This design comes from an exercise in tuning for small area, a short achievable clock period and few clock cycles per item on the open sky130 flow, not from production work. Function was checked by simulation only, so behaviour that the tests miss may differ from the original. No activity file was given, so power comes from the tool's default toggle rates.

===== flow/config.mk =====
export PLATFORM = sky130hd
export DESIGN_NAME = base122_core
export DESIGN_NICKNAME = base122_core
export VERILOG_FILES = /design/flow/design.v
export SDC_FILE = /design/flow/constraint.sdc
export NUM_CORES = 4
export LEC_CHECK = 0
export CAP_MARGIN = 20
export CORE_MARGIN = 2
export CORE_UTILIZATION = 40
export SLEW_MARGIN = 20

===== flow/constraint.sdc =====
create_clock -name core_clock -period 4.0 [get_ports {clk}]
set_input_delay 0.8000 -clock core_clock [delete_from_list [all_inputs] [get_ports {clk}]]
set_output_delay 0.8000 -clock core_clock [all_outputs]
set_load 0.01 [all_outputs]

===== flow/design.v =====
module base122_cls (
    input  wire [6:0] chunk,
    output reg        danger,
    output reg  [2:0] idx
);
    always @(*) begin
        danger = 1'b1;
        idx    = 3'd0;
        case (chunk)
            7'h00: idx = 3'd0;
            7'h0A: idx = 3'd1;
            7'h0D: idx = 3'd2;
            7'h22: idx = 3'd3;
            7'h26: idx = 3'd4;
            7'h5C: idx = 3'd5;
            default: danger = 1'b0;
        endcase
    end
endmodule
module base122_enc (
    input  wire       clk,
    input  wire       rst,
    input  wire       in_valid,
    input  wire [7:0] in_data,
    input  wire       in_last,
    output wire       in_ready,
    output reg        out_valid,
    output reg  [7:0] out_data,
    output reg        out_last,
    input  wire       out_ready
);
    localparam S_CHUNK = 2'd0;   
    localparam S_NEXT  = 2'd1;   
    localparam S_B2    = 2'd2;   
    reg  [1:0]  state;
    reg  [14:0] bits;        
    reg  [3:0]  nbits;       
    reg         eom;         
    reg  [6:0]  held;        
    reg  [2:0]  held_idx;
    reg  [7:0]  b2;          
    reg         b2_last;
    wire        out_free  = !out_valid || out_ready;
    wire        have      = (nbits >= 4'd7) || (eom && nbits != 4'd0);
    wire        exhausted = eom && nbits == 4'd0;
    wire [6:0]  chunk     = bits[14:8];
    wire        chunk_last = eom && nbits <= 4'd7;
    wire        danger;
    wire [2:0]  idx;
    base122_cls u_cls (.chunk(chunk), .danger(danger), .idx(idx));
    reg         take;
    always @(*) begin
        take = 1'b0;
        case (state)
            S_CHUNK: take = have && out_free;
            S_NEXT:  take = have && out_free;
            default: take = 1'b0;
        endcase
    end
    assign in_ready = !eom && (nbits <= 4'd7);
    wire   accept   = in_valid && in_ready;
    wire [14:0] bits_taken  = take ? (bits << 7) : bits;
    wire [3:0]  nbits_taken = take ? ((nbits >= 4'd7) ? nbits - 4'd7 : 4'd0) : nbits;
    wire [14:0] byte_placed = {in_data, 7'd0} >> nbits_taken;
    always @(posedge clk) begin
        if (rst) begin
            state     <= S_CHUNK;
            bits      <= 15'd0;
            nbits     <= 4'd0;
            eom       <= 1'b0;
            out_valid <= 1'b0;
        end else begin
            if (out_valid && out_ready)
                out_valid <= 1'b0;
            if (accept) begin
                bits  <= bits_taken | byte_placed;
                nbits <= nbits_taken + 4'd8;
                eom   <= in_last;
            end else begin
                bits  <= bits_taken;
                nbits <= nbits_taken;
            end
            case (state)
                S_CHUNK: begin
                    if (take) begin
                        if (!danger) begin
                            out_valid <= 1'b1;
                            out_data  <= {1'b0, chunk};
                            out_last  <= chunk_last;
                            if (chunk_last)
                                eom <= 1'b0;
                        end else begin
                            held     <= chunk;
                            held_idx <= idx;
                            state    <= S_NEXT;
                        end
                    end
                end
                S_NEXT: begin
                    if (take) begin
                        out_valid <= 1'b1;
                        out_data  <= {3'b110, held_idx, 1'b1, chunk[6]};
                        out_last  <= 1'b0;
                        b2        <= {2'b10, chunk[5:0]};
                        b2_last   <= chunk_last;
                        state     <= S_B2;
                    end else if (exhausted && out_free) begin
                        out_valid <= 1'b1;
                        out_data  <= {3'b110, 3'd7, 1'b1, held[6]};
                        out_last  <= 1'b0;
                        b2        <= {2'b10, held[5:0]};
                        b2_last   <= 1'b1;
                        state     <= S_B2;
                    end
                end
                default: begin
                    if (out_free) begin
                        out_valid <= 1'b1;
                        out_data  <= b2;
                        out_last  <= b2_last;
                        if (b2_last)
                            eom <= 1'b0;
                        state <= S_CHUNK;
                    end
                end
            endcase
        end
    end
endmodule
module base122_dec (
    input  wire        clk,
    input  wire        rst,
    input  wire        in_valid,
    input  wire [7:0]  in_data,
    input  wire        in_last,
    output wire        in_ready,
    output reg         out_valid,
    output reg  [7:0]  out_data,
    output reg         out_end,
    output reg  [2:0]  out_cause,
    output reg  [15:0] out_epc,
    input  wire        out_ready
);
    localparam S_B1    = 3'd0;   
    localparam S_B2    = 3'd1;   
    localparam S_PUSH2 = 3'd2;   
    localparam S_DRAIN = 3'd3;   
    localparam S_END   = 3'd4;   
    localparam C_NONE     = 3'd0;
    localparam C_LEAD     = 3'd1;
    localparam C_TRUNC    = 3'd2;
    localparam C_CONT     = 3'd3;
    localparam C_OVERLONG = 3'd4;
    localparam C_FIXED    = 3'd5;
    localparam C_INDEX6   = 3'd6;
    localparam C_SHORTPAY = 3'd7;
    reg  [2:0]  state;
    reg  [7:0]  acc;         
    reg  [2:0]  acc_n;       
    reg  [15:0] pc;          
    reg  [7:0]  b1;          
    reg  [6:0]  pay;         
    reg         pend_last;   
    reg  [2:0]  cause;
    reg  [15:0] epc;
    wire out_free = !out_valid || out_ready;
    assign in_ready = out_free && (state == S_B1 || state == S_B2 || state == S_DRAIN);
    wire   accept   = in_valid && in_ready;
    wire [10:0] scalar = {b1[4:0], in_data[5:0]};
    wire [2:0]  k      = scalar[10:8];
    wire        fbit   = scalar[7];
    wire [6:0]  p      = scalar[6:0];
    wire        p_danger;
    wire [2:0]  p_idx;       
    base122_cls u_cls (.chunk(p), .danger(p_danger), .idx(p_idx));
    reg  [6:0]  dval;
    always @(*) begin
        case (k)
            3'd0:    dval = 7'h00;
            3'd1:    dval = 7'h0A;
            3'd2:    dval = 7'h0D;
            3'd3:    dval = 7'h22;
            3'd4:    dval = 7'h26;
            default: dval = 7'h5C;
        endcase
    end
    reg        push;
    reg  [6:0] push_v;
    reg  [2:0] b2_cause;
    always @(*) begin
        b2_cause = C_NONE;
        if (in_data[7:6] != 2'b10)       b2_cause = C_CONT;
        else if (scalar < 11'd128)       b2_cause = C_OVERLONG;
        else if (!fbit)                  b2_cause = C_FIXED;
        else if (k == 3'd6)              b2_cause = C_INDEX6;
        else if (k == 3'd7 && !p_danger) b2_cause = C_SHORTPAY;
    end
    always @(*) begin
        push   = 1'b0;
        push_v = 7'd0;
        case (state)
            S_B1: begin
                push   = accept && !in_data[7];
                push_v = in_data[6:0];
            end
            S_B2: begin
                push   = accept && b2_cause == C_NONE;
                push_v = (k == 3'd7) ? p : dval;
            end
            S_PUSH2: begin
                push   = out_free;
                push_v = pay;
            end
            default: ;
        endcase
    end
    wire [14:0] window    = {acc, 7'd0} | ({8'd0, push_v} << (4'd8 - {1'b0, acc_n}));
    wire        push_emit = push && acc_n != 3'd0;
    always @(posedge clk) begin
        if (rst) begin
            state     <= S_B1;
            acc       <= 8'd0;
            acc_n     <= 3'd0;
            pc        <= 16'd0;
            cause     <= C_NONE;
            epc       <= 16'd0;
            out_valid <= 1'b0;
        end else begin
            if (out_valid && out_ready)
                out_valid <= 1'b0;
            if (accept)
                pc <= pc + 16'd1;
            if (push) begin
                if (acc_n == 3'd0) begin
                    acc   <= window[14:7];
                    acc_n <= 3'd7;
                end else begin
                    acc   <= {window[6:0], 1'b0};
                    acc_n <= acc_n - 3'd1;
                end
            end
            if (push_emit) begin
                out_valid <= 1'b1;
                out_data  <= window[14:7];
                out_end   <= 1'b0;
            end
            case (state)
                S_B1: begin
                    if (accept) begin
                        if (!in_data[7]) begin
                            if (in_last)
                                state <= S_END;
                        end else if (in_data[7:5] != 3'b110) begin
                            cause <= C_LEAD;
                            epc   <= pc;
                            state <= in_last ? S_END : S_DRAIN;
                        end else if (in_last) begin
                            cause <= C_TRUNC;
                            epc   <= pc;
                            state <= S_END;
                        end else begin
                            b1    <= in_data;
                            state <= S_B2;
                        end
                    end
                end
                S_B2: begin
                    if (accept) begin
                        if (b2_cause != C_NONE) begin
                            cause <= b2_cause;
                            epc   <= pc - 16'd1;
                            state <= in_last ? S_END : S_DRAIN;
                        end else if (k == 3'd7) begin
                            state <= in_last ? S_END : S_B1;
                        end else begin
                            pay       <= p;
                            pend_last <= in_last;
                            state     <= S_PUSH2;
                        end
                    end
                end
                S_PUSH2: begin
                    if (out_free)
                        state <= pend_last ? S_END : S_B1;
                end
                S_DRAIN: begin
                    if (accept && in_last)
                        state <= S_END;
                end
                default: begin
                    if (out_free) begin
                        out_valid <= 1'b1;
                        out_end   <= 1'b1;
                        out_cause <= cause;
                        out_epc   <= epc;
                        out_data  <= 8'd0;
                        acc       <= 8'd0;
                        acc_n     <= 3'd0;
                        pc        <= 16'd0;
                        cause     <= C_NONE;
                        epc       <= 16'd0;
                        state     <= S_B1;
                    end
                end
            endcase
        end
    end
endmodule
module base122_core (
    input  wire        clk,
    input  wire        rst,
    input  wire        enc_in_valid,
    input  wire [7:0]  enc_in_data,
    input  wire        enc_in_last,
    output wire        enc_in_ready,
    output wire        enc_out_valid,
    output wire [7:0]  enc_out_data,
    output wire        enc_out_last,
    input  wire        enc_out_ready,
    input  wire        dec_in_valid,
    input  wire [7:0]  dec_in_data,
    input  wire        dec_in_last,
    output wire        dec_in_ready,
    output wire        dec_out_valid,
    output wire [7:0]  dec_out_data,
    output wire        dec_out_end,
    output wire [2:0]  dec_out_cause,
    output wire [15:0] dec_out_epc,
    input  wire        dec_out_ready
);
    base122_enc u_enc (
        .clk(clk), .rst(rst),
        .in_valid(enc_in_valid), .in_data(enc_in_data), .in_last(enc_in_last),
        .in_ready(enc_in_ready),
        .out_valid(enc_out_valid), .out_data(enc_out_data), .out_last(enc_out_last),
        .out_ready(enc_out_ready)
    );
    base122_dec u_dec (
        .clk(clk), .rst(rst),
        .in_valid(dec_in_valid), .in_data(dec_in_data), .in_last(dec_in_last),
        .in_ready(dec_in_ready),
        .out_valid(dec_out_valid), .out_data(dec_out_data), .out_end(dec_out_end),
        .out_cause(dec_out_cause), .out_epc(dec_out_epc),
        .out_ready(dec_out_ready)
    );
endmodule

===== flow/run.sh =====
#!/bin/bash
# synth_recipe.tcl (not shown) runs the flow's synth.tcl, then flattens the netlist and writes it again
# the make line also repeats each setting of config.mk as NAME=value (left out here)
make -C /OpenROAD-flow-scripts/flow DESIGN_CONFIG=/design/flow/config.mk WORK_HOME=/design/flow/orfs CLKGATE_MAP_FILE= SYNTH_SCRIPT=/design/flow/synth_recipe.tcl finish

==> metrics.log <==
INFO  metric die_w = 143 um
INFO  metric synth_top_flop_cell = sky130_fd_sc_hd__dfxtp_1
INFO  metric area_of_the_multi_input_gates = 3850 um^2
INFO  metric pwr_density_cell = roughly 670 nW/um^2
INFO  metric cts_setup_buffers = 0
INFO  metric totalWireLength = 19900 um
INFO  metric floorplan.initialDensity = 40.9%
INFO  metric cts_tree = done
INFO  metric synth_cell_types = 88
INFO  metric clock_insertion_delay_worst_skew = 0.43 ns
INFO  metric timing.final.hold_violations = 0
INFO  metric grt_first_pass_wirelength = 32700 um
INFO  metric dr_iter_0_viols = 509
INFO  metric sum_neg_setup_slack = 0 ns
INFO  metric hold_buffers = 0
INFO  metric fillerInstances = 1779
INFO  metric clockPowerShare = between 20% and 30%
INFO  metric place.port_buffers = between 60 and 70
INFO  metric synthArstFlopShare = 0%
INFO  metric syn_nets = 884
INFO  metric drtPass1Iterations = 9
INFO  metric std_cell_rows = 50
INFO  metric groute.usage.overall = 20.2%
INFO  metric clk_pin_slew_worst_paths = 0.06 ns
INFO  metric comb_power_share = slightly above 40%
INFO  metric die_height = ~140 um
INFO  metric count_of_final_setup_violators = 0
INFO  metric netlist_instances = 854
INFO  metric share_of_layout_cells_above_drive_strength_1 = 10.9%
INFO  metric worst_setup_path_start_kind = input port
INFO  metric timing_worst_slew_pin_value = 0.965 ns
INFO  metric antenna_violations_before_repair = 0
INFO  metric outcome = finished clean
INFO  metric final_period_minus_worst_setup_slack = 3.22 ns
INFO  metric clock_sinks = 140
INFO  metric avgViaCountPerCell = 5.70
INFO  metric route.detailed.drc = 0
INFO  metric synth_seq_area_share = 45.2%
INFO  metric via_count_of_the_first_global_routing_pass = 6381
INFO  metric grt_start_max_net_pins = between 40 and 50
INFO  metric max_freq = just over 300 MHz
INFO  metric area_delta_synth_final = 18.4%
INFO  metric crit_arrival = 2.42 ns
INFO  metric clockBufferDepth = 2
INFO  metric path_max_fanout = 6
INFO  metric nets = 932
INFO  metric internal_power = 0.00362 W
INFO  metric synth_seq_cells = 140
INFO  metric final-seq-area = about 3500 um^2
INFO  metric layout_commonest_cell = sky130_fd_sc_hd__nand2_1
INFO  metric routed-via-count = 6547
INFO  metric vdd_ir_drop_max = between 0.0003 and 0.0004 V
INFO  metric hp-class = reg -> reg
INFO  metric insertedDiodeCount = 0
INFO  metric p_leak = 3.20 nW
INFO  metric core_area = between 15000 and 20000 um^2
INFO  metric timing_max_transition_violations_final = 0
INFO  metric ctsRootBufferMaster = sky130_fd_sc_hd__clkbuf_16
INFO  metric wl_per_cell = between 15 and 20 um
INFO  metric cts_htree_levels = 4
INFO  metric clock_skew = 0.0103 ns
INFO  metric critPathCaptureType = primary output
INFO  metric pin_count = 65
INFO  metric grt_overflow = 0
INFO  metric final_core_utilization = 48.4%
INFO  metric slew_headroom = 35.2%
INFO  metric seq_power_share = 32.6%
INFO  metric total_switching_power = 0.00243 W
INFO  metric cts_made_buffers = 17
INFO  metric reg2reg_slack = 1.05 ns
INFO  metric routabilityCongestion = 0.911
INFO  metric max-cap-violations = 0
INFO  metric switching_share = 40.2%
INFO  metric dp.final_hpwl = 13900 um
INFO  metric mostFrequentLayoutCells = sky130_fd_sc_hd__nand2_1, sky130_fd_sc_hd__nor2_1, sky130_fd_sc_hd__dfxtp_1
INFO  metric critPathRequiredTime = ~3.2 ns
INFO  metric syn-cell-area = 7680 um^2
INFO  metric synth.yosys.warnings = 3
INFO  metric mean_instance_size_in_the_synthesized_netlist = between 8 and 9 um^2
INFO  metric postRouteAntennaNets = 0
INFO  metric worst-setup-path-type = in -> out
INFO  metric resized_after_cts = 0
INFO  metric die_area = between 20000 and 25000 um^2
INFO  metric final_min_period_over_clock_period = between 80% and 90%
INFO  metric number_of_synthesized_flops_with_an_enable_pin = 67
INFO  metric rsz0062_at_grt = false
## critical path, stage by stage
cell and delay, ns:
sky130_fd_sc_hd__clkdlybuf4s50_1 0.48, sky130_fd_sc_hd__nand2b_1 0.28, sky130_fd_sc_hd__and3_1 0.28, sky130_fd_sc_hd__clkdlybuf4s50_1 0.58
## final timing paths
path / from / to / cells after the start
worst max register to register: u_enc.nbits[0] / u_enc.out_data[4] / 7
worst max-delay path: dec_out_ready / dec_in_ready / 4
worst min register to register: u_dec.epc[6] / u_dec.out_epc[6] / 0
worst min-delay path: u_dec.epc[6] / u_dec.out_epc[6] / 0
## cell type report
type | instances | share of cell area [%]
repair buffers | 83 | 8.57
clock buffers | 17 | 4.68
clock inverters | 15 | 1.79
inverters | 26 | 1.07
well taps | 234 | 3.22
multi-input cells | 634 | 42.4
flip-flops and latches | 140 | 38.2
## synthesized netlist by cell type, drive strengths merged, types with 4 or more instances
cell | n | area (um^2)
or3 | 12 | 85.1
and2 | 7 | 43.8
nor3b | 4 | 46.3
a32oi | 8 | 70.1
clkbuf | 29 | 109
o21ai | 54 | 270
a211oi | 6 | 45.0
a21oi | 57 | 308
a22oi | 7 | 52.6
nand3b | 7 | 52.6
nand4 | 7 | 43.8
nand2 | 111 | 422
o221ai | 8 | 70.1
xnor2 | 14 | 130
mux2 | 9 | 101
nand2b | 20 | 128
o31ai | 7 | 52.6
dfxtp | 73 | 1460
o32ai | 4 | 42.6
mux2i | 12 | 120
nor4 | 9 | 62.6
inv | 23 | 86.3
o211ai | 8 | 60.1
o22ai | 6 | 37.5
xor2 | 15 | 131
a21o | 4 | 31.3
nor2 | 82 | 313
a221o | 4 | 40.0
nor2b | 9 | 56.3
edfxtp | 67 | 2010
a31oi | 20 | 125
ha | 6 | 75.1
or2 | 6 | 37.5
nand3 | 37 | 185
buf | 25 | 149
nor3 | 26 | 156
and3 | 8 | 50.1
## power groups by stage
stage / clock network (W) / logic, W / registers (W)
after floorplan: 0 / 0.00174 / 0.00194
after global placement: 0 / 0.00249 / 0.00200
after detailed placement: 0 / 0.00246 / 0.00200
after CTS: 0.00162 / 0.00248 / 0.00197
after global routing: 0.00168 / 0.00275 / 0.00201
final: 0.00159 / 0.00250 / 0.00197
## layer usage
metal	up-vias	part of all wire, %	global-route usage [%]
li1	3226	-	-
met1	3097	46	25.7
met2	182	48	34.2
met3	42	4.2	4.41
met4	0	2.1	6.88
met5	-	0	0
## stage by stage
step	setup WS (ns)	std cells	hold slack (ns)	cell area (um^2)	power [W]
floorplan	1.10	854	0.406	7680	0.00368
global placement	0.645	1117	0.413	8490	0.00450
detailed placement	0.610	1117	0.413	8490	0.00445
CTS	0.782	1149	0.430	9080	0.00606
global route	0.729	1149	0.445	9080	0.00644
finish	0.777	1149	0.429	9080	0.00605
## flip-flops by register name (all words and copies together) (netlist names), 2 cells and up
| signal | cells |
|---|---|
| u_enc.held | 7 |
| u_dec.state | 3 |
| u_dec.cause | 3 |
| u_dec.acc | 8 |
| u_dec.acc_n | 3 |
| u_enc.state | 2 |
| u_enc.nbits | 4 |
| u_enc.out_data | 8 |
| u_enc.b2 | 6 |
| u_dec.pc | 16 |
| u_dec.out_epc | 16 |
| u_dec.out_data | 8 |
| u_enc.held_idx | 3 |
| u_enc.bits | 15 |
| u_dec.out_cause | 3 |
| u_dec.epc | 16 |
| u_dec.b1 | 5 |
| u_dec.pay | 7 |
## logic make-up after synthesis
logic type | after synthesis | share of synthesized area, %
compound gates | 222 | 19.5
xor+xnor | 29 | 3.41
fa+ha+maj | 6 | 0.978
buf+inv | 80 | 4.63
flops | 140 | 45.2
mux | 22 | 3.18
simple gates | 355 | 23.1
Testbench counts, summed over its fixed seeds: cycles 36,702, items 37,672.

## separate check: timing with driven ports
The results above use ideal ports. As a check the final layout listed here was re-extracted and re-timed, cells and wires unchanged. Step 1 (the two cells are an assumption about what drives the block):
set clk [get_ports {clk}]
set_driving_cell -lib_cell sky130_fd_sc_hd__clkbuf_16 $clk
set_driving_cell -lib_cell sky130_fd_sc_hd__buf_2 [delete_from_list [all_inputs] $clk]
Step 2, shift: input delay + t, output delay - t, t = (earliest + latest rising clock arrival at the registers) / 2. This alone moves slack from input paths to output paths. a / b / c = ideal ports / drivers / drivers and shift; a / b = the first two.
t (ns): 0.467
slack for setup (ns): 0.777 / 0.753 / 0.597
slew at the worst register clock pin (ns): 0.07 / 0.07
pins driven straight from the clock port: 1
After both steps setup and hold are still met in this run. The setup slack of this run moves by -0.024 ns with the drivers and by -0.180 ns with both steps.
